From an optimization exercise on the open Yosys and OpenROAD flow, aimed at a short achievable clock period and few clock cycles; shortcuts taken in it are not production practice.
Only simulation tests tie the RTL to the original design; equivalence was not proved.
Power is estimated from default activity; no workload was simulated.

===== design/flow/config.mk =====
export PLATFORM = sky130hd
export DESIGN_NAME = mvn_cpu
export DESIGN_NICKNAME = mvn_cpu
export VERILOG_FILES = /design/flow/design.v
export SDC_FILE = /design/flow/constraint.sdc
export NUM_CORES = 4
export LEC_CHECK = 0
export ABC_CLOCK_PERIOD_IN_PS = 3000
export CAP_MARGIN = 20
export CORE_MARGIN = 2
export CORE_UTILIZATION = 20
export PLACE_DENSITY = 0.4
export SETUP_SLACK_MARGIN = 3.5
export SLEW_MARGIN = 20

===== design/flow/run.sh =====
#!/bin/bash
# synth_recipe.tcl (not shown) runs the flow's synth.tcl, then flattens the netlist and writes it again
# the make line also repeats each setting of config.mk as NAME=value (left out here)
make -C /OpenROAD-flow-scripts/flow DESIGN_CONFIG=/design/flow/config.mk WORK_HOME=/design/flow/orfs CLKGATE_MAP_FILE= SYNTH_SCRIPT=/design/flow/synth_recipe.tcl finish

===== design/flow/design.v =====
module mvn_cpu (
    input  wire        clk,
    input  wire        rst,
    output reg         mem_req,
    output reg         mem_we,
    output reg  [11:0] mem_addr,
    output reg  [7:0]  mem_wdata,
    input  wire        mem_ready,
    input  wire [7:0]  mem_rdata,
    output wire        in_ready,
    input  wire        in_valid,
    input  wire [11:0] in_data,
    output wire        out_valid,
    output wire [11:0] out_data,
    output wire        halted,
    input  wire        resume,
    output wire        done,
    output wire        faulted,
    output wire [3:0]  fault_code,
    output wire [12:0] pc_o,
    output wire [11:0] ac_o
);
    localparam integer NI   = 40;    
    localparam integer ND   = 20;    
    localparam integer SBD  = 4;     
    localparam integer SBB  = 2;     
    localparam integer DIVR = 1;     
    localparam [3:0] OP_JMP = 4'h0, OP_JZ = 4'h1, OP_JN = 4'h2, OP_LV = 4'h3,
                     OP_ADD = 4'h4, OP_SUB = 4'h5, OP_MUL = 4'h6, OP_DIV = 4'h7,
                     OP_LD  = 4'h8, OP_MM  = 4'h9, OP_SC  = 4'hA, OP_RS  = 4'hB,
                     OP_HM  = 4'hC, OP_GD  = 4'hD, OP_PD  = 4'hE, OP_OS  = 4'hF;
    localparam [3:0] E_NONE = 4'd0, E_INVALID_ADDR = 4'd5, E_OUT_OF_RANGE = 4'd6,
                     E_DIV_ZERO = 4'd7, E_OVERFLOW = 4'd8, E_UNIMPL = 4'd9;
    function automatic wov(input [10:0] s0, input [10:0] s1,
                           input [10:0] r0, input [10:0] r1);
        wov = (s0 == r0) || (s0 == r1) || (s1 == r0) || (s1 == r1);
    endfunction
    function automatic [13:0] padd(input [12:0] a, input [12:0] b, input cin);
        reg [13:0] g, p, pp;
        integer t, u;
        begin
            g = {a & b, cin};
            p = {a ^ b, 1'b0};
            pp = p;
            for (t = 1; t < 14; t = t * 2)
                for (u = 13; u >= t; u = u - 1) begin
                    g[u] = g[u] | (p[u] & g[u-t]);
                    p[u] = p[u] & p[u-t];
                end
            padd = {g[13], pp[13:1] ^ g[12:0]};
        end
    endfunction
    function automatic [12:0] inc13(input [12:0] x);
        integer t;
        begin
            inc13[0] = ~x[0];
            for (t = 1; t < 13; t = t + 1) inc13[t] = x[t] ^ (&(x | ~((13'd1 << t) - 13'd1)));
        end
    endfunction
    function automatic ltu12(input [11:0] a, input [11:0] b);
        reg [13:0] r;
        begin
            r = padd({1'b0, a}, {1'b1, ~b}, 1'b1);
            ltu12 = r[12];
        end
    endfunction
    reg [12:0] pcf;
    reg        f_halt;
    reg [12:0] ras;
    reg        d_v, d_ff, d_needs;
    reg [15:0] d_ir;
    reg [12:0] d_pc, d_pc2, d_npc;
    reg [11:0] d_a1;
    reg        e_v, e_ff;
    reg [11:0] e_a, e_a1;
    reg [12:0] e_pc2, e_npc, e_tgt;
    reg        e_mt, e_mnt;      
    reg        e_jmp, e_jz, e_jn, e_lv, e_add, e_mul, e_div, e_ld, e_sc, e_rs,
               e_hm, e_gd, e_pd, e_os, e_st, e_st_ok, e_aend, e_odd, e_rdop;
    reg [11:0] e_d;              
    reg [11:0] e_dadd;           
    reg [11:0] e_dabs;           
    reg        e_dsgn, e_dzero, e_hibad, e_lodd;
    reg [5:0]  e_b1, e_b2, e_bn;  
    reg [11:0] ac;
    reg        ending, done_r, end_faulted;
    reg [3:0]  end_code;
    reg [12:0] end_pc;
    reg        div_act;      
    reg        div_fin;      
    reg [3:0]  div_left;
    reg [11:0] div_rem;
    reg [11:0] div_quo;
    reg [11:0] div_dvs;
    reg        div_neg;
    reg        fs;           
    reg        f_for_i;      
    reg [11:0] fa;           
    reg [11:0] fa_cur;       
    reg [7:0]  fhi;
    reg        fdirty;
    reg [11:0] sb_a [0:SBD-1];
    reg [7:0]  sb_d [0:SBD-1];
    reg [SBB-1:0] sb_head, sb_tail;
    reg [SBB:0]   sb_cnt;
    wire [11:0] d_a = d_ir[11:0];
    wire [15:0] f_word_c, d_word_c;
    wire        f_hit, d_hit_w;
    wire        d_hit = d_hit_w && !d_a[0];
    wire        st_commit;
    wire [7:0]  st_b0, st_b1;
    wire        fdone;
    wire [15:0] f_word_m = {fhi, mem_rdata};
    wire        alloc = fdone && !fa[0];
    mvn_wcache #(.N(NI), .B(6)) icache (
        .clk(clk), .rst(rst), .addr(pcf[11:1]), .hit(f_hit), .word(f_word_c),
        .alloc(alloc && f_for_i), .alloc_tag(fa[11:1]), .alloc_word(f_word_m),
        .st(st_commit), .st_a0(e_a), .st_a1(e_a1), .st_b0(st_b0), .st_b1(st_b1));
    mvn_wcache #(.N(ND), .B(5)) dcache (
        .clk(clk), .rst(rst), .addr(d_a[11:1]), .hit(d_hit_w), .word(d_word_c),
        .alloc(alloc && !f_for_i), .alloc_tag(fa[11:1]), .alloc_word(f_word_m),
        .st(st_commit), .st_a0(e_a), .st_a1(e_a1), .st_b0(st_b0), .st_b1(st_b1));
    wire e_real = e_v && !e_ff && !ending;
    wire sb_room = (sb_cnt <= SBD - 2);
    wire sb_ne   = (sb_cnt != 0);
    reg [11:0] mp_r [0:6];
    integer q;
    always @(*) begin
        for (q = 0; q < 6; q = q + 1) begin
            mp_r[q] = ((e_b1[q] ? ac : 12'd0) | (e_b2[q] ? {ac[10:0], 1'b0} : 12'd0)) ^ {12{e_bn[q]}};
            mp_r[q] = mp_r[q] << (2 * q);
        end
        mp_r[6] = {1'b0, e_bn[5], 1'b0, e_bn[4], 1'b0, e_bn[3],
                   1'b0, e_bn[2], 1'b0, e_bn[1], 1'b0, e_bn[0]};
    end
    wire [11:0] cs_as = mp_r[0] ^ mp_r[1] ^ mp_r[2];
    wire [11:0] cs_ac = ((mp_r[0] & mp_r[1]) | (mp_r[0] & mp_r[2]) | (mp_r[1] & mp_r[2])) << 1;
    wire [11:0] cs_bs = mp_r[3] ^ mp_r[4] ^ mp_r[5];
    wire [11:0] cs_bc = ((mp_r[3] & mp_r[4]) | (mp_r[3] & mp_r[5]) | (mp_r[4] & mp_r[5])) << 1;
    wire [11:0] cs_cs = cs_as ^ cs_ac ^ cs_bs;
    wire [11:0] cs_cc = ((cs_as & cs_ac) | (cs_as & cs_bs) | (cs_ac & cs_bs)) << 1;
    wire [11:0] cs_ds = cs_bc ^ mp_r[6] ^ cs_cs;
    wire [11:0] cs_dc = ((cs_bc & mp_r[6]) | (cs_bc & cs_cs) | (mp_r[6] & cs_cs)) << 1;
    wire [11:0] cs_es = cs_ds ^ cs_dc ^ cs_cc;
    wire [11:0] cs_ec = ((cs_ds & cs_dc) | (cs_ds & cs_cc) | (cs_dc & cs_cc)) << 1;
    wire [13:0] mul_sum = padd({1'b0, cs_es}, {1'b0, cs_ec}, 1'b0);
    wire [11:0] mul_res = mul_sum[11:0];
    wire [13:0] add_sum = padd({1'b0, ac}, {1'b0, e_dadd}, 1'b0);
    wire [11:0] add_res = add_sum[11:0];
    reg  [11:0] dv_rem_n, dv_quo_n;
    reg  [12:0] dv_sh;
    reg  [13:0] dv_sub;
    integer k;
    always @(*) begin
        dv_rem_n = div_rem;
        dv_quo_n = div_quo;
        for (k = 0; k < DIVR; k = k + 1) begin
            dv_sh  = {dv_rem_n, dv_quo_n[11]};
            dv_sub = padd(dv_sh, ~{1'b0, div_dvs}, 1'b1);
            if (dv_sub[13]) begin
                dv_rem_n = dv_sub[11:0];
                dv_quo_n = {dv_quo_n[10:0], 1'b1};
            end else begin
                dv_rem_n = dv_sh[11:0];
                dv_quo_n = {dv_quo_n[10:0], 1'b0};
            end
        end
    end
    wire div_last = (div_left == 4'd0);
    wire [12:0] div_qn  = inc13({1'b0, ~div_quo});
    wire [11:0] div_res = div_neg ? div_qn[11:0] : div_quo;
    wire [12:0] ac_neg = inc13({1'b0, ~ac});
    wire [11:0] dv_x = ac[11] ? ac_neg[11:0] : ac;
    wire        dv_lt0 = ltu12(dv_x, e_dabs);
    reg  [11:0] dv_rem0, dv_quo0;
    reg  [3:0]  dv_left0;
    integer m;
    always @(*) begin
        dv_rem0  = 12'd0;
        dv_quo0  = dv_x;
        dv_left0 = 12 / DIVR - 1;
        for (m = 12 - DIVR; m > 0; m = m - DIVR) begin
            if (ltu12(dv_x >> m, e_dabs)) begin
                dv_rem0  = dv_x >> m;
                dv_quo0  = dv_x << (12 - m);
                dv_left0 = m / DIVR - 1;
            end
        end
    end
    wire ac_zero = (ac == 12'd0);
    wire jtaken  = e_jmp || (e_jz && ac_zero) || (e_jn && ac[11]);
    wire taken   = jtaken || e_sc || e_rs || e_hm;
    reg        e_fault;
    reg [3:0]  e_fcode;
    reg        e_term;
    always @(*) begin
        e_fault = 1'b0;
        e_fcode = E_NONE;
        e_term  = 1'b0;
        if (e_v && !ending && !div_act) begin
            if (e_ff || (e_aend && (e_rdop || e_st))) begin
                e_fault = 1'b1; e_fcode = E_OUT_OF_RANGE;
            end else if (e_div && e_dzero) begin
                e_fault = 1'b1; e_fcode = E_DIV_ZERO;
            end else if (e_rs && e_hibad) begin
                e_fault = 1'b1; e_fcode = E_OVERFLOW;
            end else if (e_os) begin
                if (e_a != 12'd0) begin e_fault = 1'b1; e_fcode = E_UNIMPL; end
                else e_term = 1'b1;
            end else if ((jtaken && e_odd) || (e_sc && e_odd) || (e_rs && e_lodd) ||
                         (e_hm && resume && e_odd)) begin
                e_fault = 1'b1; e_fcode = E_INVALID_ADDR;
            end
        end
    end
    wire e_busy   = div_act || (e_st && !sb_room) || (e_hm && !resume) || (e_gd && !in_valid);
    wire e_end    = e_fault || e_term;
    wire e_done   = e_real && !e_busy;           
    wire e_commit = e_done && !e_end;
    wire e_free   = !e_v || !e_busy || ending;
    wire [12:0] e_tgt_a = e_rs ? {1'b0, e_d} : e_tgt;
    wire [12:0] e_anpc  = taken ? e_tgt_a : e_pc2;
    wire        e_mt_a  = e_rs ? (e_npc == {1'b0, e_d}) : e_mt;
    assign st_commit = e_real && !div_act && e_st_ok && sb_room;
    assign st_b0 = e_sc ? {3'b000, e_pc2[12:8]} : {{4{ac[11]}}, ac[11:8]};
    assign st_b1 = e_sc ? e_pc2[7:0] : ac[7:0];
    wire   st_pend = e_v && !e_ff && e_st;       
    wire smc = st_commit && ((d_v && wov(e_a[11:1], e_a1[11:1], d_pc[11:1], d_pc[11:1])) ||
                             wov(e_a[11:1], e_a1[11:1], pcf[11:1], pcf[11:1]));
    wire mispredict = taken ? !e_mt_a : !e_mnt;
    wire flush = e_done && (mispredict || smc);
    wire [3:0] d_op  = d_ir[15:12];
    wire       d_haz = st_pend && wov(e_a[11:1], e_a1[11:1], d_a[11:1], d_a1[11:1]);
    wire acc    = mem_req && mem_ready;
    wire wr_now = acc && sb_ne;
    wire rd_lo  = acc && !sb_ne && fs;
    wire fdirty_now = fdirty ||
                      (st_commit && wov(e_a[11:1], e_a1[11:1], fa[11:1], fa_cur[11:1]));
    assign fdone = rd_lo && !fdirty_now;
    wire d_fill  = fdone && (fa == d_a);
    wire d_ready = !d_needs || (!d_haz && (d_hit || d_fill));
    wire [15:0] d_word = d_hit ? d_word_c : f_word_m;
    wire d_go    = d_v && d_ready && e_free && !flush && !ending;
    wire d_free  = !d_v || d_go;
    wire [11:0] dd     = d_word[11:0];
    wire [12:0] dd_negw = inc13({1'b0, ~dd});
    wire [11:0] dd_neg = dd_negw[11:0];
    wire [12:0] dd_b   = {dd, 1'b0};
    reg  [5:0]  db1, db2, dbn;
    integer b;
    always @(*) begin
        for (b = 0; b < 6; b = b + 1) begin
            db1[b] = dd_b[2*b] ^ dd_b[2*b+1];
            db2[b] = (dd_b[2*b+2] && !dd_b[2*b+1] && !dd_b[2*b]) ||
                     (!dd_b[2*b+2] && dd_b[2*b+1] && dd_b[2*b]);
            dbn[b] = dd_b[2*b+2];
        end
    end
    wire [12:0] d_a2 = {inc13({2'b00, d_a[11:1]}), 1'b0};
    wire [12:0] d_tt = (d_op == OP_SC) ? d_a2 : {1'b0, d_a};
    wire        f_fill = fdone && (fa == pcf[11:0]);
    wire [15:0] f_word = f_hit ? f_word_c : f_word_m;
    wire [3:0]  f_op   = f_word[15:12];
    wire [11:0] f_a    = f_word[11:0];
    wire [12:0] pcf2   = {inc13({1'b0, pcf[12:1]}), 1'b0};
    wire [12:0] f_a2   = {inc13({2'b00, f_a[11:1]}), 1'b0};
    wire [12:0] f_a1w  = inc13({1'b0, f_a});
    reg  [12:0] f_pred;
    always @(*) begin
        case (f_op)
            OP_JMP, OP_HM: f_pred = f_a[0] ? pcf2 : {1'b0, f_a};
            OP_SC:         f_pred = f_a[0] ? pcf2 : f_a2;
            OP_RS:         f_pred = ras;
            default:       f_pred = pcf2;
        endcase
    end
    wire f_ff    = pcf[12];
    wire f_ok    = !f_halt && (f_hit || f_ff || f_fill);
    wire f_adv   = f_ok && d_free && !flush && !ending;
    wire f_needs = !f_ff && (f_a != 12'hFFF) &&
                   ((f_op == OP_ADD) || (f_op == OP_SUB) || (f_op == OP_MUL) ||
                    (f_op == OP_DIV) || (f_op == OP_LD)  || (f_op == OP_RS));
    wire d_want = d_v && d_needs;
    wire f_miss = !f_halt && !f_ff && !f_hit;
    wire [11:0] f_req  = d_want ? d_a : pcf[11:0];
    wire [11:0] f_req1 = d_want ? d_a1 : pcf[11:0];
    wire f_start = !fs && acc && !sb_ne && !flush && !ending &&
                   (d_want ? (!d_hit && !d_haz) : f_miss);
    always @(*) begin
        mem_req   = sb_ne || !ending;
        mem_we    = sb_ne;
        mem_addr  = sb_ne ? sb_a[sb_head] : fs ? fa_cur : f_req;
        mem_wdata = sb_d[sb_head];
    end
    assign in_ready   = e_real && !div_act && e_gd;
    assign out_valid  = e_real && !div_act && e_pd;
    assign out_data   = ac;
    assign halted     = e_real && !div_act && e_hm;
    assign done       = done_r;
    assign faulted    = end_faulted;
    assign fault_code = end_code;
    assign pc_o       = end_pc;
    assign ac_o       = ac;
    always @(posedge clk) begin
        if (rst) begin
            pcf         <= 13'd0;
            f_halt      <= 1'b0;
            ras         <= 13'd0;
            d_v         <= 1'b0;
            e_v         <= 1'b0;
            ac          <= 12'd0;
            ending      <= 1'b0;
            done_r      <= 1'b0;
            end_faulted <= 1'b0;
            end_code    <= E_NONE;
            end_pc      <= 13'd0;
            div_act     <= 1'b0;
            div_fin     <= 1'b0;
            fs          <= 1'b0;
            sb_head     <= {SBB{1'b0}};
            sb_tail     <= {SBB{1'b0}};
            sb_cnt      <= {(SBB+1){1'b0}};
        end else begin
            if (flush) begin
                pcf    <= e_anpc;
                f_halt <= 1'b0;
            end else if (f_adv) begin
                pcf <= f_pred;
                if (f_ff || f_op == OP_OS) f_halt <= 1'b1;
                if (f_op == OP_SC) ras <= pcf2;
            end
            if (d_free) begin
                d_ff    <= f_ff;
                d_needs <= f_needs;
                d_ir    <= f_word;
                d_pc    <= pcf;
                d_pc2   <= pcf2;
                d_npc   <= f_pred;
                d_a1    <= f_a1w[11:0];
            end
            if (flush || ending) d_v <= 1'b0;
            else if (d_free)     d_v <= f_adv;
            if (e_free) begin
                e_v     <= d_go;
                e_ff    <= d_ff;
                e_a     <= d_a;
                e_a1    <= d_a1;
                e_pc2   <= d_pc2;
                e_npc   <= d_npc;
                e_tgt   <= d_tt;
                e_mt    <= (d_npc == d_tt);
                e_mnt   <= (d_npc == d_pc2);
                e_jmp   <= (d_op == OP_JMP);
                e_jz    <= (d_op == OP_JZ);
                e_jn    <= (d_op == OP_JN);
                e_lv    <= (d_op == OP_LV);
                e_add   <= (d_op == OP_ADD) || (d_op == OP_SUB);
                e_mul   <= (d_op == OP_MUL);
                e_div   <= (d_op == OP_DIV);
                e_ld    <= (d_op == OP_LD);
                e_sc    <= (d_op == OP_SC);
                e_rs    <= (d_op == OP_RS);
                e_hm    <= (d_op == OP_HM);
                e_gd    <= (d_op == OP_GD);
                e_pd    <= (d_op == OP_PD);
                e_os    <= (d_op == OP_OS);
                e_st    <= (d_op == OP_MM) || (d_op == OP_SC);
                e_st_ok <= ((d_op == OP_MM) || (d_op == OP_SC && !d_a[0])) && (d_a != 12'hFFF);
                e_rdop  <= (d_op == OP_ADD) || (d_op == OP_SUB) || (d_op == OP_MUL) ||
                           (d_op == OP_DIV) || (d_op == OP_LD)  || (d_op == OP_RS);
                e_aend  <= (d_a == 12'hFFF);
                e_odd   <= d_a[0];
                e_d     <= dd;
                e_dadd  <= (d_op == OP_SUB) ? dd_neg : dd;
                e_dabs  <= dd[11] ? dd_neg : dd;
                e_dsgn  <= dd[11];
                e_dzero <= (dd == 12'd0);
                e_hibad <= (d_word[15:12] != 4'd0);
                e_lodd  <= d_word[0];
                e_b1    <= db1;
                e_b2    <= db2;
                e_bn    <= dbn;
            end
            if (e_commit) begin
                if (e_lv)  ac <= e_a;
                if (e_add) ac <= add_res;
                if (e_mul) ac <= mul_res;
                if (e_ld)  ac <= e_d;
                if (e_gd)  ac <= in_data;
                if (e_div && dv_lt0) ac <= 12'd0;
            end
            if (div_fin) ac <= div_res;
            if (!div_act) begin
                div_fin  <= 1'b0;
                div_left <= dv_left0;
                div_rem  <= dv_rem0;
                div_quo  <= dv_quo0;
                div_dvs  <= e_dabs;
                div_neg  <= ac[11] ^ e_dsgn;
                if (e_commit && e_div && !dv_lt0) div_act <= 1'b1;
            end else if (div_fin) begin
                div_act <= 1'b0;
                div_fin <= 1'b0;
            end else begin
                div_left <= div_left - 4'd1;
                div_rem  <= dv_rem_n;
                div_quo  <= dv_quo_n;
                if (div_last) div_fin <= 1'b1;
            end
            if (e_end) begin
                ending      <= 1'b1;
                end_faulted <= e_fault;
                end_code    <= e_fcode;
                end_pc      <= e_ff ? 13'h1000 : e_pc2;
            end
            if (ending && !sb_ne) done_r <= 1'b1;
            if (st_commit) begin
                sb_a[sb_tail]        <= e_a;
                sb_d[sb_tail]        <= st_b0;
                sb_a[sb_tail + 1'b1] <= e_a1;
                sb_d[sb_tail + 1'b1] <= st_b1;
                sb_tail              <= sb_tail + 2'd2;
            end
            if (wr_now) sb_head <= sb_head + 1'b1;
            sb_cnt <= sb_cnt + (st_commit ? 2'd2 : 2'd0) - (wr_now ? 1'b1 : 1'b0);
            if (st_commit && wov(e_a[11:1], e_a1[11:1], fa[11:1], fa_cur[11:1])) fdirty <= 1'b1;
            if (flush || ending) begin
                fs <= 1'b0;
            end else if (!fs) begin
                if (f_start) begin
                    fs      <= 1'b1;
                    f_for_i <= !d_want;
                    fa      <= f_req;
                    fa_cur  <= f_req + 12'd1;
                    fhi     <= mem_rdata;
                    fdirty  <= st_commit && wov(e_a[11:1], e_a1[11:1], f_req[11:1], f_req1[11:1]);
                end
            end else if (rd_lo) begin
                fs <= 1'b0;
            end
        end
    end
endmodule
module mvn_wcache #(parameter integer N = 32, parameter integer B = 5) (
    input  wire        clk,
    input  wire        rst,
    input  wire [10:0] addr,
    output reg         hit,
    output reg  [15:0] word,
    input  wire        alloc,
    input  wire [10:0] alloc_tag,
    input  wire [15:0] alloc_word,
    input  wire        st,
    input  wire [11:0] st_a0,
    input  wire [11:0] st_a1,
    input  wire [7:0]  st_b0,
    input  wire [7:0]  st_b1
);
    reg [10:0] tag [0:N-1];
    reg [15:0] dat [0:N-1];
    reg [N-1:0] val;
    reg [B-1:0] ptr;
    reg [N-1:0] m;
    integer i;
    always @(*) begin
        word = 16'd0;
        for (i = 0; i < N; i = i + 1) begin
            m[i] = val[i] && (tag[i] == addr);
            word = word | (m[i] ? dat[i] : 16'd0);
        end
        hit = |m;
    end
    integer j;
    always @(posedge clk) begin
        if (rst) begin
            val <= {N{1'b0}};
            ptr <= 0;
        end else begin
            for (j = 0; j < N; j = j + 1) begin
                if (alloc && ptr == j) begin
                    tag[j] <= alloc_tag;
                    dat[j] <= alloc_word;
                    val[j] <= 1'b1;
                end else if (st) begin
                    if (tag[j] == st_a0[11:1]) begin
                        if (st_a0[0]) dat[j][7:0]  <= st_b0;
                        else          dat[j][15:8] <= st_b0;
                    end
                    if (tag[j] == st_a1[11:1]) begin
                        if (st_a1[0]) dat[j][7:0]  <= st_b1;
                        else          dat[j][15:8] <= st_b1;
                    end
                end
            end
            if (alloc) ptr <= (ptr == N - 1) ? 0 : ptr + 1'b1;
        end
    end
endmodule

===== design/flow/constraint.sdc =====
create_clock -name core_clock -period 7.0 [get_ports {clk}]
set_input_delay 1.4000 -clock core_clock [delete_from_list [all_inputs] [get_ports {clk}]]
set_output_delay 1.4000 -clock core_clock [all_outputs]
set_load 0.01 [all_outputs]

==> metrics.yaml, run 1 <==
timing:
  hold_violations: 0
  skew_ns: 0.0824
  fmax_mhz: 202
  rsz0062_at_grt: "yes"
  slew_viol_final: 40
  tightestPinTransition_ns: 1.61
  finalHoldWorstSlack_ns: 0.421
  fin_crit_ns: 4.95
  setup_tns_ns: 0
  setup_viol: 0
  fin_crit_sh: 0.706
  setup_ws_ns: 2.05
  slew_headroom: -0.0723
route:
  vias: 141000
  drtAntennaViolNets: 0
  drc_errors: 0
  drtIter0Drc: 21400
  viasPerCell: 5.48
  drt-total-wl_microns: 938000
  dr.pass1.iters: 8
  wl_per_cell_microns: 36.6
critical_path:
  slowest_delay_ns: 0.60
  reg2reg_depth: 15
  critPathTopFamily: "simple AND/OR/NAND/NOR gates"
  cp_max_fo: 7
  cp.required_ns: 7.72
  crit_chain: "buf_12 -> buf_16 -> xnor2_4 -> and4_4 -> nand4_1 -> nand4_1 -> nor4_4 -> nand4_1 -> buf_6 -> mux2_4 -> or3_4 -> a31oi_4 -> nor2_4 -> a22oi_2 -> nand2_1"
  end_kind: "flip-flop"
  crit_buf_inv: 3
  critPathKind: "reg2reg"
  cp.arrival_ns: 5.67
  startpoint_type: "flip-flop"
  crit_slowest_cell: "nand4_1"
  crit_top_cell: "nand4_1"
  path_depth: 15
placed_design:
  place_congestion: 1.07
  dp_cells: 23300
  portBuffers: 91
  post-place-ws_ns: 0.824
  dp_hpwl_microns: 578000
  placed_cell_area_sq_um: 155000
floorplanning:
  coreArea_sq_um: 703000
  die_w_microns: 843
  die_area_sq_um: 711000
  die_height_microns: 843
  rows: 308
  initial_core_util: 0.200
  io_pins: 93
global_routing:
  grt_pass1_vias: 125000
  grt-ovfl-total: 0
  grt_max_degree: 82
  track_usage: 0.246
  antenna_found_initial: 94
  grt_pass1_wl_microns: 1200000
power_and_ir_drop:
  p_sw_frac: 0.310
  p_per_area_nw_per_um2: 171
  pwr-share-comb: 0.169
  irDropWorstVdd_mv: 0.184
  seqPwrFrac: 0.407
  power_leakage_uw: 0.0676
  power_frac_clock: 0.424
  p_int_uw: 24000
  p_switching_uw: 10800
clock_tree:
  cts_tree: "done"
  clockBufferDepth: 4
  clk_latency_ns: 1.04
  cts_buffers: 270
  htree_levels: 5
  clock_sinks: 2106
  cts-root-buf: "clkbuf_16"
  cts.clk_slew.worst_paths_ns: 0.06
logic_synthesis:
  ys_ff_latch: 2106
  yosysSeqAreaShare: 0.439
  yosysWarnings: 8
  syn_inst: 14600
  ys_types: 89
  async_flop_share: 0
  syn-cell-area_sq_um: 141000
  synth-edff-count: 1965
  ys_dominant_reg_cell: "edfxtp_1"
  synth.avg_cell_area_sq_um: 9.64
  syn_nets: 14800
run:
  maxCapViolCount: 1
final_layout:
  nets: 16300
  area_growth_pct: 43.9
  stdcell_count: 25600
  drive_gt1_frac: 0.341
  post-route-cell-area_sq_um: 203000
worst_hold_path:
  hp-class: "reg2reg"
  hold_depth: 0
status:
  status: "complete, but fails checks"
  so_faults: "max-capacitance violations, max-slew violations"
-- layout make-up --
type / instances / area, sq um
multi-input cells: 10900 / 87100
clock inverters: 129 / 1310
repair buffers: 2503 / 31900
diodes: 34 / 85.1
clock buffers: 361 / 7430
well taps: 9300 / 11600
inverters: 290 / 1250
flip-flops and latches: 2106 / 61900
fillers: 72600 / 500000
repair inverters: 2 / 15.0
-- kinds of logic after synthesis --
family,after synthesis,synth area share
compound gates,3111,0.129
xor+xnor,2365,0.147
fa+ha+maj,191,0.0180
buf+inv,1628,0.0461
flops,2106,0.439
mux,926,0.0717
other cells,1,0.0000266
simple gates,4290,0.149
-- worst paths after layout --
check          start   endpoint  slack (ns)
max           pcf[9]  d_npc[10]        2.05
min          d_a1[0]    e_a1[0]        0.42
max reg2reg   pcf[9]  d_npc[10]        2.05
min reg2reg  d_a1[0]    e_a1[0]        0.42
-- what timing repair did --
item	4_1_cts	5_1_grt
gates resized for setup	2982	2114
hold buffers	0	0
setup endpoints to repair	2996	2899
setup buffers	1089	427
cloned	201	65
pin swaps	463	409
-- metrics by stage --
| step | utilization | total power, uW |
|---|---|---|
| after detailed placement | 0.221 | 18900 |
| after CTS | 0.270 | 34400 |
| final | 0.289 | 34700 |
| after global routing | 0.288 | 35300 |
| after global placement | 0.221 | 18900 |
| after floorplan | - | 16400 |
-- power groups by stage --
stage	Clock [uW]	Combinational [uW]	Sequential (uW)
2_1_floorplan	0	2080	14400
4_1_cts	14800	5450	14100
6_report	14700	5860	14100
3_5_place_dp	0	4480	14400
3_3_place_gp	0	4500	14400
5_1_grt	15200	5940	14100
-- registers in the layout (all words and copies together) (netlist names), 13 cells and up, named ones only --
register,cells
sb_a,48
icache.tag,440
dcache.tag,220
icache.val,40
pcf,13
dcache.val,20
e_tgt,13
d_ir,16
icache.dat,640
sb_d,28
dcache.dat,320
-- synth_stat cells, types with 20 or more instances --
cell | number | area share
a221oi_1 | 73 | 0.0045
buf_6 | 20 | 0.0016
mux2_2 | 485 | 0.039
a22oi_1 | 100 | 0.0053
buf_1 | 172 | 0.0046
a311oi_1 | 119 | 0.0074
ha_1 | 172 | 0.015
nor3_1 | 271 | 0.0096
and4_1 | 179 | 0.011
a21oi_1 | 1799 | 0.064
xnor2_1 | 1423 | 0.088
o2111ai_1 | 81 | 0.0050
nand2b_1 | 41 | 0.0018
clkbuf_1 | 1075 | 0.029
edfxtp_1 | 1965 | 0.42
nor4_1 | 311 | 0.014
o21ai_0 | 499 | 0.018
a22o_1 | 137 | 0.0085
nor3b_1 | 23 | 0.0012
nor2_1 | 1759 | 0.047
o211ai_1 | 22 | 0.0012
nand2_1 | 645 | 0.017
and2_1 | 49 | 0.0022
and3_1 | 77 | 0.0034
nand4_1 | 684 | 0.030
mux2i_1 | 422 | 0.030
a211oi_1 | 67 | 0.0036
nand3_1 | 148 | 0.0053
inv_1 | 278 | 0.0074
o21a_1 | 60 | 0.0032
xor2_1 | 942 | 0.059
buf_4 | 43 | 0.0023
buf_2 | 24 | 0.00085
dfxtp_1 | 141 | 0.020
-- worst reg2reg max path, cell delays in order, from the launching register on --
cell and delay (ns):
dfxtp_4 0.37, buf_12 0.14, buf_16 0.18, xnor2_4 0.17
and4_4 0.22, nand4_1 0.60, nand4_1 0.44, nor4_4 0.52
nand4_1 0.34, buf_6 0.25, mux2_4 0.32, or3_4 0.40
a31oi_4 0.30, nor2_4 0.11, a22oi_2 0.24, nand2_1 0.09
-- placed cells by master (no fill, tap or decap), drive strengths merged, types with 20 or more instances in the layout --
cell type / synthesis / routed
dfxtp: 141 / 141
nand2: 645 / 647
a311oi: 119 / 119
and2: 49 / 60
o211ai: 22 / 22
nand2b: 41 / 42
ha: 172 / 172
nor3: 271 / 271
a211oi: 67 / 67
mux2i: 424 / 424
diode: 0 / 34
nor3b: 23 / 23
bufinv: 0 / 20
nor4: 314 / 314
mux2: 485 / 485
o2111ai: 81 / 82
a21oi: 1799 / 1799
a22o: 137 / 137
inv: 281 / 295
and4: 180 / 181
a22oi: 100 / 100
nor2: 1760 / 1761
o21a: 60 / 60
and3: 77 / 77
edfxtp: 1965 / 1965
a221oi: 73 / 73
buf: 263 / 2391
clkbuf: 1075 / 402
nand4: 684 / 684
nand3: 148 / 160
clkinv: 9 / 83
clkinvlp: 0 / 23
o21ai: 501 / 503
xor2: 942 / 942
xnor2: 1423 / 1423
clkdlybuf4s50: 0 / 32
-- metal layers --
layer	up-vias	GRT usage	wire, microns
met5	-	0	405
met3	2585	0.0729	117000
met2	10400	0.355	382000
li1	56500	-	-
met1	71100	0.324	366000
met4	48	0.147	72700
Testbench counts, summed over its fixed seeds: cycles 24,682.
==> inputs of run 2 (changes only) <==
==> design/flow/config.mk (replaced) <==
export PLATFORM = sky130hd
export DESIGN_NAME = mvn_cpu
export DESIGN_NICKNAME = mvn_cpu
export VERILOG_FILES = /design/flow/design.v
export SDC_FILE = /design/flow/constraint.sdc
export NUM_CORES = 4
export LEC_CHECK = 0
export ABC_CLOCK_PERIOD_IN_PS = 4000
export CAP_MARGIN = 20
export CORE_MARGIN = 2
export CORE_UTILIZATION = 20
export PLACE_DENSITY = 0.4
export SETUP_SLACK_MARGIN = 2.0
export SLEW_MARGIN = 20
==> metrics.yaml, run 2 <==
floorplanning:
  rows: 308
  io_pins: 93
  initial_core_util: 0.200
  die_height_microns: 843
  die_w_microns: 843
  die_area_sq_um: 711000
  coreArea_sq_um: 703000
route:
  vias: 128000
  drtIter0Drc: 21700
  drt-total-wl_microns: 867000
  viasPerCell: 5.29
  dr.pass1.iters: 9
  drc_errors: 0
  drtAntennaViolNets: 0
  wl_per_cell_microns: 36.0
critical_path:
  critPathKind: "reg2reg"
  cp.arrival_ns: 5.92
  startpoint_type: "flip-flop"
  cp.required_ns: 7.71
  end_kind: "flip-flop"
  cp_max_fo: 13
placed_design:
  dp_hpwl_microns: 589000
  post-place-ws_ns: 0.629
  dp_cells: 23400
  portBuffers: 91
  place_congestion: 1.09
final_layout:
  final_cell_mix: "1965 x edfxtp_1, 1735 x a21oi_1, 1733 x nor2_1"
  nets: 14800
  stdcell_count: 24100
  drive_gt1_frac: 0.153
  top_register: "icache.dat"
  largest_reg_flops: 640
  area_growth_pct: 18.8
  final_common_cell: "edfxtp_1"
  reg.largest.list: "icache.dat (640), icache.tag (440), dcache.dat (320)"
logic_synthesis:
  syn_nets: 14800
  yosys.area.top_type: "edfxtp_1"
  async_flop_share: 0
  synth_top_area_frac: 0.419
  syn-cell-area_sq_um: 141000
  ys_ff_latch: 2106
  ys_types: 89
  ys_dominant_reg_cell: "edfxtp_1"
  synthTopCellsByArea: "edfxtp_1 42%, xnor2_1 8.8%, a21oi_1 6.4%, xor2_1 5.9%, nor2_1 4.7%"
  synth-edff-count: 1965
  syn_inst: 14600
  yosysWarnings: 8
  synth_most_common_cell: "edfxtp_1"
  synthTopCellsByCount: "1965 x edfxtp_1, 1799 x a21oi_1, 1759 x nor2_1"
  synth.avg_cell_area_sq_um: 9.64
  yosysSeqAreaShare: 0.439
clock_tree:
  cts_tree: "done"
  cts_hold_buf: 0
  clk_latency_ns: 1.02
  clockBufferDepth: 4
  cts.clk_slew.worst_paths_ns: 0.06
  cts-root-buf: "clkbuf_16"
  htree_levels: 5
  cts_buffers: 265
  clock_sinks: 2106
timing:
  setup_tns_ns: 0
  finalHoldWorstSlack_ns: 0.430
  hold_violations: 0
  rsz0062_at_grt: "yes"
  slew_viol_final: 0
  fmax_mhz: 192
  skew_ns: 0.0809
  setup_viol: 0
  slew_headroom: 0.0700
  fin_crit_ns: 5.20
  tightestPinTransition_ns: 1.39
  fin_crit_sh: 0.743
  setup_ws_ns: 1.80
global_routing:
  grt_pass1_wl_microns: 1130000
  antenna_found_initial: 119
  grt-ovfl-total: 0
  grt_max_degree: 122
  grt_pass1_vias: 115000
  track_usage: 0.232
power_and_ir_drop:
  power_leakage_uw: 0.0537
  irDropWorstVdd_mv: 0.180
  finalPower_uw: 33200
  p_per_area_nw_per_um2: 198
worst_hold_path:
  hp-class: "reg2reg"
status:
  status: "complete, no violations"
run:
  maxCapViolCount: 0
-- run 2: cell counts after synthesis --
No cell type changed its count.
-- run 2: timing repair --
item	4_1_cts	5_1_grt
gates resized for setup	294	92
endpoints found under the setup margin	1609	372
pin swaps	30	34
gates cloned	6	0
buffers inserted	130	51
endpoints found under the hold margin	0	0
-- run 2: through the flow --
step                      utilization  area, sq um
final                           0.238       167000
after global routing            0.238       167000
after CTS                       0.237       166000
after detailed placement        0.221       155000
after global placement          0.221       155000
after floorplan                     -       141000
-- run 2: worst max-delay path, cell delays in order, from the launching register on --
cell	delay, ns
dfxtp_4	0.51
buf_16	0.21
buf_12	0.17
xnor2_1	0.10
and4_1	0.34
nand4_1	0.40
nand4_1	0.49
nor4_2	0.38
buf_4	0.18
nand4_1	0.09
buf_4	0.20
mux2_4	0.32
ha_2	0.20
inv_2	0.07
nor3_2	0.05
and2_1	0.18
ha_1	0.19
and2_1	0.14
o21ai_1	0.13
o21ai_1	0.12
a22oi_2	0.20
buf_4	0.14
nand2_1	0.05
-- run 2: layout make-up --
type	instances	area [sq um]
timing repair buffer	1017	9160
timing repair inverter	1	7.51
clock buffer	353	7290
multi-input combinational	10900	75000
inverter	290	1160
fill	75500	535000
clock inverter	123	1100
sequential	2106	61900
tap	9300	11600
antenna	35	87.6
-- run 2: layer usage --
layer	global-route usage	routed length (microns)	vias to the layer above
li1	-	-	53100
met1	0.308	350000	64100
met2	0.345	364000	8295
met3	0.0532	91800	2052
met4	0.132	60600	46
met5	0	320	-
-- run 2: kinds of logic (layout without fill, tap and decap cells) --
| logic type | count (synthesis) | count (layout) | synth area share |
|---|---|---|---|
| buf+inv | 1628 | 1784 | 0.0461 |
| simple gates | 4290 | 4291 | 0.149 |
| mux | 926 | 926 | 0.0717 |
| compound gates | 3111 | 3111 | 0.129 |
| other cells | 1 | 36 | 0.0000266 |
| xor+xnor | 2365 | 2365 | 0.147 |
| flops | 2106 | 2106 | 0.439 |
| fa+ha+maj | 191 | 191 | 0.0180 |
-- run 2: path summary, 6_finish.rpt --
kind | startpoint | to | slack (ns) | cells past startpoint
setup / recovery | pcf[8] | d_npc[10] | 1.80 | 22
hold / removal | d_ff | e_ff | 0.43 | 0
setup reg to reg | pcf[8] | d_npc[10] | 1.80 | 22
hold reg to reg | d_ff | e_ff | 0.43 | 0
-- run 2: report_power, final --
| group | internal [uW] | switching (uW) |
|---|---|---|
| Combinational | 1240 | 3510 |
| Sequential | 13900 | 198 |
| Clock | 7960 | 6330 |
| Total | 23100 | 10000 |
==> inputs of run 3 (changes only) <==
--- a/design/flow/design.v
+++ b/design/flow/design.v
@@ -24,7 +24,6 @@
     localparam integer ND   = 20;    
     localparam integer SBD  = 4;     
     localparam integer SBB  = 2;     
-    localparam integer DIVR = 1;     
     localparam [3:0] OP_JMP = 4'h0, OP_JZ = 4'h1, OP_JN = 4'h2, OP_LV = 4'h3,
                      OP_ADD = 4'h4, OP_SUB = 4'h5, OP_MUL = 4'h6, OP_DIV = 4'h7,
                      OP_LD  = 4'h8, OP_MM  = 4'h9, OP_SC  = 4'hA, OP_RS  = 4'hB,
@@ -69,11 +68,12 @@
     reg [12:0] ras;
     reg        d_v, d_ff, d_needs;
     reg [15:0] d_ir;
-    reg [12:0] d_pc, d_pc2, d_npc;
+    reg [12:0] d_pc, d_pc2, d_npc, d_seq;
     reg [11:0] d_a1;
     reg        e_v, e_ff;
     reg [11:0] e_a, e_a1;
-    reg [12:0] e_pc2, e_npc, e_tgt;
+    reg [12:0] e_pc2, e_npc, e_tgt, e_seq;
+    reg        e_fold;
     reg        e_mt, e_mnt;      
     reg        e_jmp, e_jz, e_jn, e_lv, e_add, e_mul, e_div, e_ld, e_sc, e_rs,
                e_hm, e_gd, e_pd, e_os, e_st, e_st_ok, e_aend, e_odd, e_rdop;
@@ -87,8 +87,8 @@
     reg [3:0]  end_code;
     reg [12:0] end_pc;
     reg        div_act;      
-    reg        div_fin;      
-    reg [3:0]  div_left;
+    reg [2:0]  div_left;
+    reg [13:0] div_d3;
     reg [11:0] div_rem;
     reg [11:0] div_quo;
     reg [11:0] div_dvs;
@@ -112,10 +112,30 @@
     wire        fdone;
     wire [15:0] f_word_m = {fhi, mem_rdata};
     wire        alloc = fdone && !fa[0];
-    mvn_wcache #(.N(NI), .B(6)) icache (
+    wire [12:0] fm_pc2 = {inc13({2'b00, fa[11:1]}), 1'b0};
+    wire [12:0] fm_a2  = {inc13({2'b00, f_word_m[11:1]}), 1'b0};
+    reg  [12:0] fm_pn;
+    always @(*) begin
+        case (f_word_m[15:12])
+            OP_JMP, OP_HM: fm_pn = f_word_m[0] ? fm_pc2 : {1'b0, f_word_m[11:0]};
+            OP_SC:         fm_pn = f_word_m[0] ? fm_pc2 : fm_a2;
+            default:       fm_pn = fm_pc2;
+        endcase
+    end
+    wire        fm_pnras = (f_word_m[15:12] == OP_RS);
+    wire [12:0] f_pn;
+    wire        f_pnras, f_fold;
+    wire [NI-1:0] f_m;
+    wire        f_train;
+    reg  [NI-1:0] prev_m;
+    reg         prev_ok;
+    mvn_icache #(.N(NI), .B(6)) icache (
         .clk(clk), .rst(rst), .addr(pcf[11:1]), .hit(f_hit), .word(f_word_c),
+        .pn(f_pn), .pnras(f_pnras), .fold(f_fold), .m(f_m),
         .alloc(alloc && f_for_i), .alloc_tag(fa[11:1]), .alloc_word(f_word_m),
-        .st(st_commit), .st_a0(e_a), .st_a1(e_a1), .st_b0(st_b0), .st_b1(st_b1));
+        .alloc_pn(fm_pn), .alloc_pnras(fm_pnras),
+        .st(st_commit), .st_a0(e_a), .st_a1(e_a1),
+        .train(f_train), .train_m(prev_m), .train_tgt(f_word_c[11:0]));
     mvn_wcache #(.N(ND), .B(5)) dcache (
         .clk(clk), .rst(rst), .addr(d_a[11:1]), .hit(d_hit_w), .word(d_word_c),
         .alloc(alloc && !f_for_i), .alloc_tag(fa[11:1]), .alloc_word(f_word_m),
@@ -147,43 +167,39 @@
     wire [11:0] mul_res = mul_sum[11:0];
     wire [13:0] add_sum = padd({1'b0, ac}, {1'b0, e_dadd}, 1'b0);
     wire [11:0] add_res = add_sum[11:0];
-    reg  [11:0] dv_rem_n, dv_quo_n;
-    reg  [12:0] dv_sh;
-    reg  [13:0] dv_sub;
-    integer k;
+    wire [13:0] dv_sh = {div_rem, div_quo[11:10]};
+    wire [14:0] dv_s1 = padd({1'b0, dv_sh}, ~{2'b00, div_dvs}, 1'b1);
+    wire [14:0] dv_s2 = padd({1'b0, dv_sh}, ~{1'b0, div_dvs, 1'b0}, 1'b1);
+    wire [14:0] dv_s3 = padd({1'b0, dv_sh}, ~{1'b0, div_d3}, 1'b1);
+    reg  [11:0] dv_rem_n;
+    reg  [1:0]  dv_qd;
     always @(*) begin
-        dv_rem_n = div_rem;
-        dv_quo_n = div_quo;
-        for (k = 0; k < DIVR; k = k + 1) begin
-            dv_sh  = {dv_rem_n, dv_quo_n[11]};
-            dv_sub = padd(dv_sh, ~{1'b0, div_dvs}, 1'b1);
-            if (dv_sub[13]) begin
-                dv_rem_n = dv_sub[11:0];
-                dv_quo_n = {dv_quo_n[10:0], 1'b1};
-            end else begin
-                dv_rem_n = dv_sh[11:0];
-                dv_quo_n = {dv_quo_n[10:0], 1'b0};
-            end
-        end
+        if (dv_s3[13])      begin dv_qd = 2'd3; dv_rem_n = dv_s3[11:0]; end
+        else if (dv_s2[13]) begin dv_qd = 2'd2; dv_rem_n = dv_s2[11:0]; end
+        else if (dv_s1[13]) begin dv_qd = 2'd1; dv_rem_n = dv_s1[11:0]; end
+        else                begin dv_qd = 2'd0; dv_rem_n = dv_sh[11:0]; end
     end
-    wire div_last = (div_left == 4'd0);
-    wire [12:0] div_qn  = inc13({1'b0, ~div_quo});
-    wire [11:0] div_res = div_neg ? div_qn[11:0] : div_quo;
+    wire [11:0] dv_quo_n = {div_quo[9:0], dv_qd};
+    wire div_last = (div_left == 3'd0);
+    wire [12:0] div_qn  = inc13({1'b0, ~dv_quo_n});
+    wire [11:0] div_res = div_neg ? div_qn[11:0] : dv_quo_n;
     wire [12:0] ac_neg = inc13({1'b0, ~ac});
     wire [11:0] dv_x = ac[11] ? ac_neg[11:0] : ac;
     wire        dv_lt0 = ltu12(dv_x, e_dabs);
+    wire        dv_q1  = !dv_lt0 && ltu12(dv_x >> 1, e_dabs);    
+    wire [13:0] dv_y3  = padd({1'b0, e_dabs}, {e_dabs, 1'b0}, 1'b0);
     reg  [11:0] dv_rem0, dv_quo0;
-    reg  [3:0]  dv_left0;
+    reg  [2:0]  dv_left0;
     integer m;
     always @(*) begin
         dv_rem0  = 12'd0;
         dv_quo0  = dv_x;
-        dv_left0 = 12 / DIVR - 1;
-        for (m = 12 - DIVR; m > 0; m = m - DIVR) begin
+        dv_left0 = 3'd5;
+        for (m = 10; m > 0; m = m - 2) begin
             if (ltu12(dv_x >> m, e_dabs)) begin
                 dv_rem0  = dv_x >> m;
                 dv_quo0  = dv_x << (12 - m);
-                dv_left0 = m / DIVR - 1;
+                dv_left0 = m / 2 - 1;
             end
         end
     end
@@ -219,14 +235,16 @@
     wire e_commit = e_done && !e_end;
     wire e_free   = !e_v || !e_busy || ending;
     wire [12:0] e_tgt_a = e_rs ? {1'b0, e_d} : e_tgt;
-    wire [12:0] e_anpc  = taken ? e_tgt_a : e_pc2;
+    wire        st_self = st_commit && e_fold &&
+                          wov(e_a[11:1], e_a1[11:1], e_pc2[11:1], e_pc2[11:1]);
+    wire [12:0] e_anpc  = taken ? e_tgt_a : st_self ? e_pc2 : e_seq;
     wire        e_mt_a  = e_rs ? (e_npc == {1'b0, e_d}) : e_mt;
     assign st_commit = e_real && !div_act && e_st_ok && sb_room;
     assign st_b0 = e_sc ? {3'b000, e_pc2[12:8]} : {{4{ac[11]}}, ac[11:8]};
     assign st_b1 = e_sc ? e_pc2[7:0] : ac[7:0];
     wire   st_pend = e_v && !e_ff && e_st;       
-    wire smc = st_commit && ((d_v && wov(e_a[11:1], e_a1[11:1], d_pc[11:1], d_pc[11:1])) ||
-                             wov(e_a[11:1], e_a1[11:1], pcf[11:1], pcf[11:1]));
+    wire smc = st_commit && (wov(e_a[11:1], e_a1[11:1], d_pc[11:1], d_pc2[11:1]) ||
+                             wov(e_a[11:1], e_a1[11:1], pcf[11:1], pcf2[11:1]) || st_self);
     wire mispredict = taken ? !e_mt_a : !e_mnt;
     wire flush = e_done && (mispredict || smc);
     wire [3:0] d_op  = d_ir[15:12];
@@ -265,15 +283,11 @@
     wire [12:0] pcf2   = {inc13({1'b0, pcf[12:1]}), 1'b0};
     wire [12:0] f_a2   = {inc13({2'b00, f_a[11:1]}), 1'b0};
     wire [12:0] f_a1w  = inc13({1'b0, f_a});
-    reg  [12:0] f_pred;
-    always @(*) begin
-        case (f_op)
-            OP_JMP, OP_HM: f_pred = f_a[0] ? pcf2 : {1'b0, f_a};
-            OP_SC:         f_pred = f_a[0] ? pcf2 : f_a2;
-            OP_RS:         f_pred = ras;
-            default:       f_pred = pcf2;
-        endcase
-    end
+    wire [12:0] f_pred = f_hit ? (f_pnras ? ras : f_pn) : (fm_pnras ? ras : fm_pn);
+    wire        f_ctl  = (f_op == OP_JMP) || (f_op == OP_SC) || (f_op == OP_RS) ||
+                         (f_op == OP_HM) || (f_op == OP_OS);
+    wire [12:0] f_seq  = (f_hit && !f_ctl) ? f_pn : pcf2;
+    assign f_train = f_adv && f_hit && prev_ok && !alloc && (f_op == OP_JMP) && !f_a[0];
     wire f_ff    = pcf[12];
     wire f_ok    = !f_halt && (f_hit || f_ff || f_fill);
     wire f_adv   = f_ok && d_free && !flush && !ending;
@@ -306,6 +320,7 @@
             pcf         <= 13'd0;
             f_halt      <= 1'b0;
             ras         <= 13'd0;
+            prev_ok     <= 1'b0;
             d_v         <= 1'b0;
             e_v         <= 1'b0;
             ac          <= 12'd0;
@@ -315,12 +330,14 @@
             end_code    <= E_NONE;
             end_pc      <= 13'd0;
             div_act     <= 1'b0;
-            div_fin     <= 1'b0;
             fs          <= 1'b0;
             sb_head     <= {SBB{1'b0}};
             sb_tail     <= {SBB{1'b0}};
             sb_cnt      <= {(SBB+1){1'b0}};
         end else begin
+            if (flush || alloc) prev_ok <= 1'b0;
+            else if (f_adv) prev_ok <= f_hit && !f_ctl && !f_fold && !f_ff;
+            if (f_adv) prev_m <= f_m;
             if (flush) begin
                 pcf    <= e_anpc;
                 f_halt <= 1'b0;
@@ -336,6 +353,7 @@
                 d_pc    <= pcf;
                 d_pc2   <= pcf2;
                 d_npc   <= f_pred;
+                d_seq   <= f_seq;
                 d_a1    <= f_a1w[11:0];
             end
             if (flush || ending) d_v <= 1'b0;
@@ -349,7 +367,9 @@
                 e_npc   <= d_npc;
                 e_tgt   <= d_tt;
                 e_mt    <= (d_npc == d_tt);
-                e_mnt   <= (d_npc == d_pc2);
+                e_mnt   <= (d_npc == d_seq);
+                e_seq   <= d_seq;
+                e_fold  <= (d_seq != d_pc2);
                 e_jmp   <= (d_op == OP_JMP);
                 e_jz    <= (d_op == OP_JZ);
                 e_jn    <= (d_op == OP_JN);
@@ -388,24 +408,22 @@
                 if (e_ld)  ac <= e_d;
                 if (e_gd)  ac <= in_data;
                 if (e_div && dv_lt0) ac <= 12'd0;
+                if (e_div && dv_q1)  ac <= (ac[11] ^ e_dsgn) ? 12'hFFF : 12'h001;
             end
-            if (div_fin) ac <= div_res;
+            if (div_act && div_last) ac <= div_res;
             if (!div_act) begin
-                div_fin  <= 1'b0;
                 div_left <= dv_left0;
                 div_rem  <= dv_rem0;
                 div_quo  <= dv_quo0;
                 div_dvs  <= e_dabs;
+                div_d3   <= dv_y3[13:0];
                 div_neg  <= ac[11] ^ e_dsgn;
-                if (e_commit && e_div && !dv_lt0) div_act <= 1'b1;
-            end else if (div_fin) begin
-                div_act <= 1'b0;
-                div_fin <= 1'b0;
+                if (e_commit && e_div && !dv_lt0 && !dv_q1) div_act <= 1'b1;
             end else begin
-                div_left <= div_left - 4'd1;
+                div_left <= div_left - 3'd1;
                 div_rem  <= dv_rem_n;
                 div_quo  <= dv_quo_n;
-                if (div_last) div_fin <= 1'b1;
+                if (div_last) div_act <= 1'b0;
             end
             if (e_end) begin
                 ending      <= 1'b1;
@@ -413,7 +431,7 @@
                 end_code    <= e_fcode;
                 end_pc      <= e_ff ? 13'h1000 : e_pc2;
             end
-            if (ending && !sb_ne) done_r <= 1'b1;
+            if ((ending || e_end) && !sb_ne) done_r <= 1'b1;
             if (st_commit) begin
                 sb_a[sb_tail]        <= e_a;
                 sb_d[sb_tail]        <= st_b0;
@@ -492,6 +510,88 @@
                     end
                 end
             end
+            if (alloc) ptr <= (ptr == N - 1) ? 0 : ptr + 1'b1;
+        end
+    end
+endmodule
+module mvn_icache #(parameter integer N = 32, parameter integer B = 5) (
+    input  wire         clk,
+    input  wire         rst,
+    input  wire [10:0]  addr,
+    output reg          hit,
+    output reg  [15:0]  word,
+    output reg  [12:0]  pn,
+    output reg          pnras,
+    output reg          fold,
+    output reg  [N-1:0] m,
+    input  wire         alloc,
+    input  wire [10:0]  alloc_tag,
+    input  wire [15:0]  alloc_word,
+    input  wire [12:0]  alloc_pn,
+    input  wire         alloc_pnras,
+    input  wire         st,
+    input  wire [11:0]  st_a0,
+    input  wire [11:0]  st_a1,
+    input  wire         train,
+    input  wire [N-1:0] train_m,
+    input  wire [11:0]  train_tgt
+);
+    reg [10:0] tag [0:N-1];
+    reg [15:0] dat [0:N-1];
+    reg [12:0] pnr [0:N-1];
+    reg [N-1:0] val, ras_f, fld;
+    reg [B-1:0] ptr;
+    integer i;
+    always @(*) begin
+        word  = 16'd0;
+        pn    = 13'd0;
+        pnras = 1'b0;
+        fold  = 1'b0;
+        for (i = 0; i < N; i = i + 1) begin
+            m[i]  = val[i] && (tag[i] == addr);
+            word  = word  | (m[i] ? dat[i] : 16'd0);
+            pn    = pn    | (m[i] ? pnr[i] : 13'd0);
+            pnras = pnras | (m[i] && ras_f[i]);
+            fold  = fold  | (m[i] && fld[i]);
+        end
+        hit = |m;
+    end
+    reg [N-1:0] sth;
+    integer k;
+    always @(*) begin
+        for (k = 0; k < N; k = k + 1)
+            sth[k] = st && ((tag[k] == st_a0[11:1]) || (tag[k] == st_a1[11:1]));
+    end
+    wire evict = alloc && val[ptr];
+    wire clr   = (|(sth & val)) || evict;
+    integer j;
+    always @(posedge clk) begin
+        if (rst) begin
+            val <= {N{1'b0}};
+            fld <= {N{1'b0}};
+            ptr <= 0;
+        end else begin
+            for (j = 0; j < N; j = j + 1) begin
+                if (alloc && ptr == j) begin
+                    tag[j]   <= alloc_tag;
+                    dat[j]   <= alloc_word;
+                    pnr[j]   <= alloc_pn;
+                    ras_f[j] <= alloc_pnras;
+                    val[j]   <= 1'b1;
+                    fld[j]   <= 1'b0;
+                end else begin
+                    if (sth[j]) val[j] <= 1'b0;
+                    if (clr) begin
+                        if (fld[j]) begin
+                            fld[j] <= 1'b0;
+                            pnr[j] <= {tag[j] + 11'd1, 1'b0} | {(tag[j] == 11'h7FF), 12'd0};
+                        end
+                    end else if (train && train_m[j]) begin
+                        fld[j] <= 1'b1;
+                        pnr[j] <= {1'b0, train_tgt};
+                    end
+                end
+            end
             if (alloc) ptr <= (ptr == N - 1) ? 0 : ptr + 1'b1;
         end
     end
==> design/flow/config.mk (replaced) <==
export PLATFORM = sky130hd
export DESIGN_NAME = mvn_cpu
export DESIGN_NICKNAME = mvn_cpu
export VERILOG_FILES = /design/flow/design.v
export SDC_FILE = /design/flow/constraint.sdc
export NUM_CORES = 4
export LEC_CHECK = 0
export ABC_CLOCK_PERIOD_IN_PS = 3000
export CAP_MARGIN = 35
export CORE_MARGIN = 2
export CORE_UTILIZATION = 20
export PLACE_DENSITY = 0.4
export SETUP_SLACK_MARGIN = 3.0
export SLEW_MARGIN = 35
==> metrics.yaml, run 3 <==
critical_path:
  crit_buf_inv: 8
  slowest_delay_ns: 0.56
  cp.arrival_ns: 6.08
  startpoint_type: "flip-flop"
  crit_top_cell: "buf_12"
  cp.required_ns: 7.78
  cp_max_fo: 13
  startpoint: "pcf[3]"
  end_kind: "flip-flop"
  rrSetupSlack_ns: 1.70
  regToRegStartpoint: "pcf[3]"
  crit_slowest_cell: "or4_4"
  critPathKind: "reg2reg"
  crit_chain: "buf_12 -> buf_12 -> buf_12 -> xor2_1 -> nor4_2 -> buf_4 -> nand4_1 -> o2111ai_1 -> nor4_2 -> nand4_1 -> mux2_4 -> or4_4 -> nor4_4 -> buf_12 -> buf_12 -> buf_16 -> a221o_1 -> buf_12"
  critPathTopFamily: "simple AND/OR/NAND/NOR gates"
worst_hold_path:
  hp-class: "reg2reg"
  hold_start: "d_ff"
final_layout:
  nets: 16900
  num-fill-cells: 81500
  reg.largest.list: "icache.dat (640), icache.pnr (520), icache.tag (440)"
  drive_gt1_frac: 0.333
  final_common_cell: "edfxtp_1"
  stdcell_count: 27500
  largest_reg_flops: 640
  post-route-cell-area_sq_um: 233000
  area_growth_pct: 45.0
  seq_area_sq_um: 81900
  final_cell_mix: "2604 x edfxtp_1, 2059 x xnor2_1, 924 x buf_4"
  top_register: "icache.dat"
  multi_input_area_sq_um: 86600
timing:
  slew_headroom: 0.0487
  fin_crit_ns: 5.30
  finalHoldWorstSlack_ns: 0.429
  setup_viol: 0
  fmax_mhz: 189
  setup_tns_ns: 0
  skew_ns: 0.219
  slew_viol_final: 0
  hold_violations: 0
  fin_crit_sh: 0.757
  rsz0062_at_grt: "yes"
  tightestPinTransition_ns: 1.43
logic_synthesis:
  synth_most_common_cell: "edfxtp_1"
  ys_types: 100
  synthTopCellsByCount: "2604 x edfxtp_1, 2087 x xnor2_1, 1028 x a21oi_1"
  syn-cell-area_sq_um: 160000
  synth-edff-count: 2604
  synth.avg_cell_area_sq_um: 10.7
  yosys.area.top_type: "edfxtp_1"
  ys_dominant_reg_cell: "edfxtp_1"
  yosysWarnings: 9
  synthTopCellsByArea: "edfxtp_1 49%, xnor2_1 11%, xor2_1 4.1%, a21oi_1 3.2%, o21ai_0 2.3%"
  syn_inst: 15000
  synth_top_area_frac: 0.488
  async_flop_share: 0
  ys_ff_latch: 2785
  syn_nets: 15300
  yosysSeqAreaShare: 0.510
floorplanning:
  die_area_sq_um: 809000
  io_pins: 93
  rows: 328
  die_height_microns: 900
  coreArea_sq_um: 799000
  initial_core_util: 0.201
  die_w_microns: 900
clock_tree:
  clock_sinks: 2785
  cts.clk_slew.worst_paths_ns: 0.06
  clk_latency_ns: 1.16
  cts-root-buf: "clkbuf_16"
  cts_tree: "done"
  cts_buffers: 347
  cts_hold_buf: 0
  clockBufferDepth: 4
  htree_levels: 5
global_routing:
  grt_pass1_wl_microns: 1370000
  antenna_found_initial: 86
  track_usage: 0.251
  grt_max_degree: 145
  grt-ovfl-total: 0
  grt_pass1_vias: 134000
route:
  drtAntennaViolNets: 0
  drtIter0Drc: 24800
  vias: 150000
  dr.pass1.iters: 9
  viasPerCell: 5.46
  wl_per_cell_microns: 39.5
  drt-total-wl_microns: 1090000
  drc_errors: 0
placed_design:
  portBuffers: 91
  dp_hpwl_microns: 661000
  placed_cell_area_sq_um: 178000
  dp_cells: 25100
  place_congestion: 1.08
power_and_ir_drop:
  irDropWorstVdd_mv: 0.213
  power_leakage_uw: 0.0778
  p_per_area_nw_per_um2: 206
status:
  status: "complete, no violations"
run:
  maxCapViolCount: 0
==> run 3: stage by stage <==
stage | setup slack, ns | total power [uW] | utilization
2_1_floorplan | 2.13 | 23100 | -
3_3_place_gp | 0.781 | 27100 | 0.222
3_5_place_dp | 0.814 | 27100 | 0.223
4_1_cts | 1.95 | 47200 | 0.276
5_1_grt | 1.76 | 48700 | 0.291
6_report | 1.70 | 48000 | 0.291
==> run 3: final cells by class <==
type | count | area share
timing repair buffer | 2648 | 0.165
inverter | 261 | 0.00453
clock buffer | 443 | 0.0399
multi-input combinational | 10600 | 0.372
clock inverter | 192 | 0.00860
antenna | 62 | 0.000667
sequential | 2785 | 0.352
tap | 10600 | 0.0568
==> run 3: kinds of logic (layout without fill, tap and decap cells) <==
group | count (synthesis) | in the layout | share of synthesized area
buf+inv | 1730 | 3544 | 0.0456
xor+xnor | 2836 | 2836 | 0.155
fa+ha+maj | 252 | 252 | 0.0206
flops | 2785 | 2785 | 0.510
compound gates | 2875 | 2888 | 0.112
simple gates | 4279 | 4320 | 0.138
mux | 254 | 254 | 0.0195
other cells | 1 | 63 | 0.0000234
==> run 3: final timing paths <==
kind	end	depth (start not counted)
hold reg to reg	e_ff	0
setup / recovery	icache.pnr[30][4]	18
setup reg to reg	icache.pnr[30][4]	18
hold / removal	e_ff	0
==> run 3: what timing repair did <==
item	CTS	global route
setup buffers	968	327
pin swaps	504	406
gates cloned	350	82
gates resized for setup	3261	1899
endpoints found under the setup margin	3473	3359
==> run 3: report_power, final <==
part / switching, uW / internal (uW) / total (uW)
Clock: 8290 / 10500 / 18800
Sequential: 377 / 18700 / 19100
Combinational: 6600 / 3490 / 10100
==> run 3: metal layers <==
layer,share of wire,global-route usage
met5,0.0022,0.0170
met4,0.087,0.171
met3,0.14,0.103
met2,0.40,0.349
met1,0.38,0.314
Testbench counts of run 3, summed over its fixed seeds: cycles 22,753.

separate check: timing with driven ports:
The results above use ideal ports. As a check the final layouts listed here were re-extracted and re-timed, cells and wires unchanged. Step 1 (the two cells are an assumption about what drives the block):
set clk [get_ports {clk}]
set_driving_cell -lib_cell sky130_fd_sc_hd__clkbuf_16 $clk
set_driving_cell -lib_cell sky130_fd_sc_hd__buf_2 [delete_from_list [all_inputs] $clk]
Step 2 adds t to the input delays and takes it off the output delays; t is the mean of the earliest and latest rising clock arrival at the registers after step 1. Input paths then give back, and output paths get back, about the clock's delay inside the block. Three values: ideal ports, drivers, drivers and shift; two values: the first two.
run | t (ns) | slack for setup (ns) | worst setup path after step 2 | worst register clock-pin slew, ns | worst data-port slew with drivers (ns)
run 1 | 1.127 | 2.055 / 2.055 / 2.055 | register to register | 0.08 / 0.08 | 0.07
run 2 | 1.128 | 1.796 / 1.796 / 1.305 | input to register | 0.07 / 0.07 | 0.09
run 3 | 1.183 | 1.702 / 1.702 / 1.379 | input to register | 0.08 / 0.08 | 0.08
For run 2, which loses most, drivers alone change the setup slack by 0.000 ns; drivers and shift together by -0.491 ns.
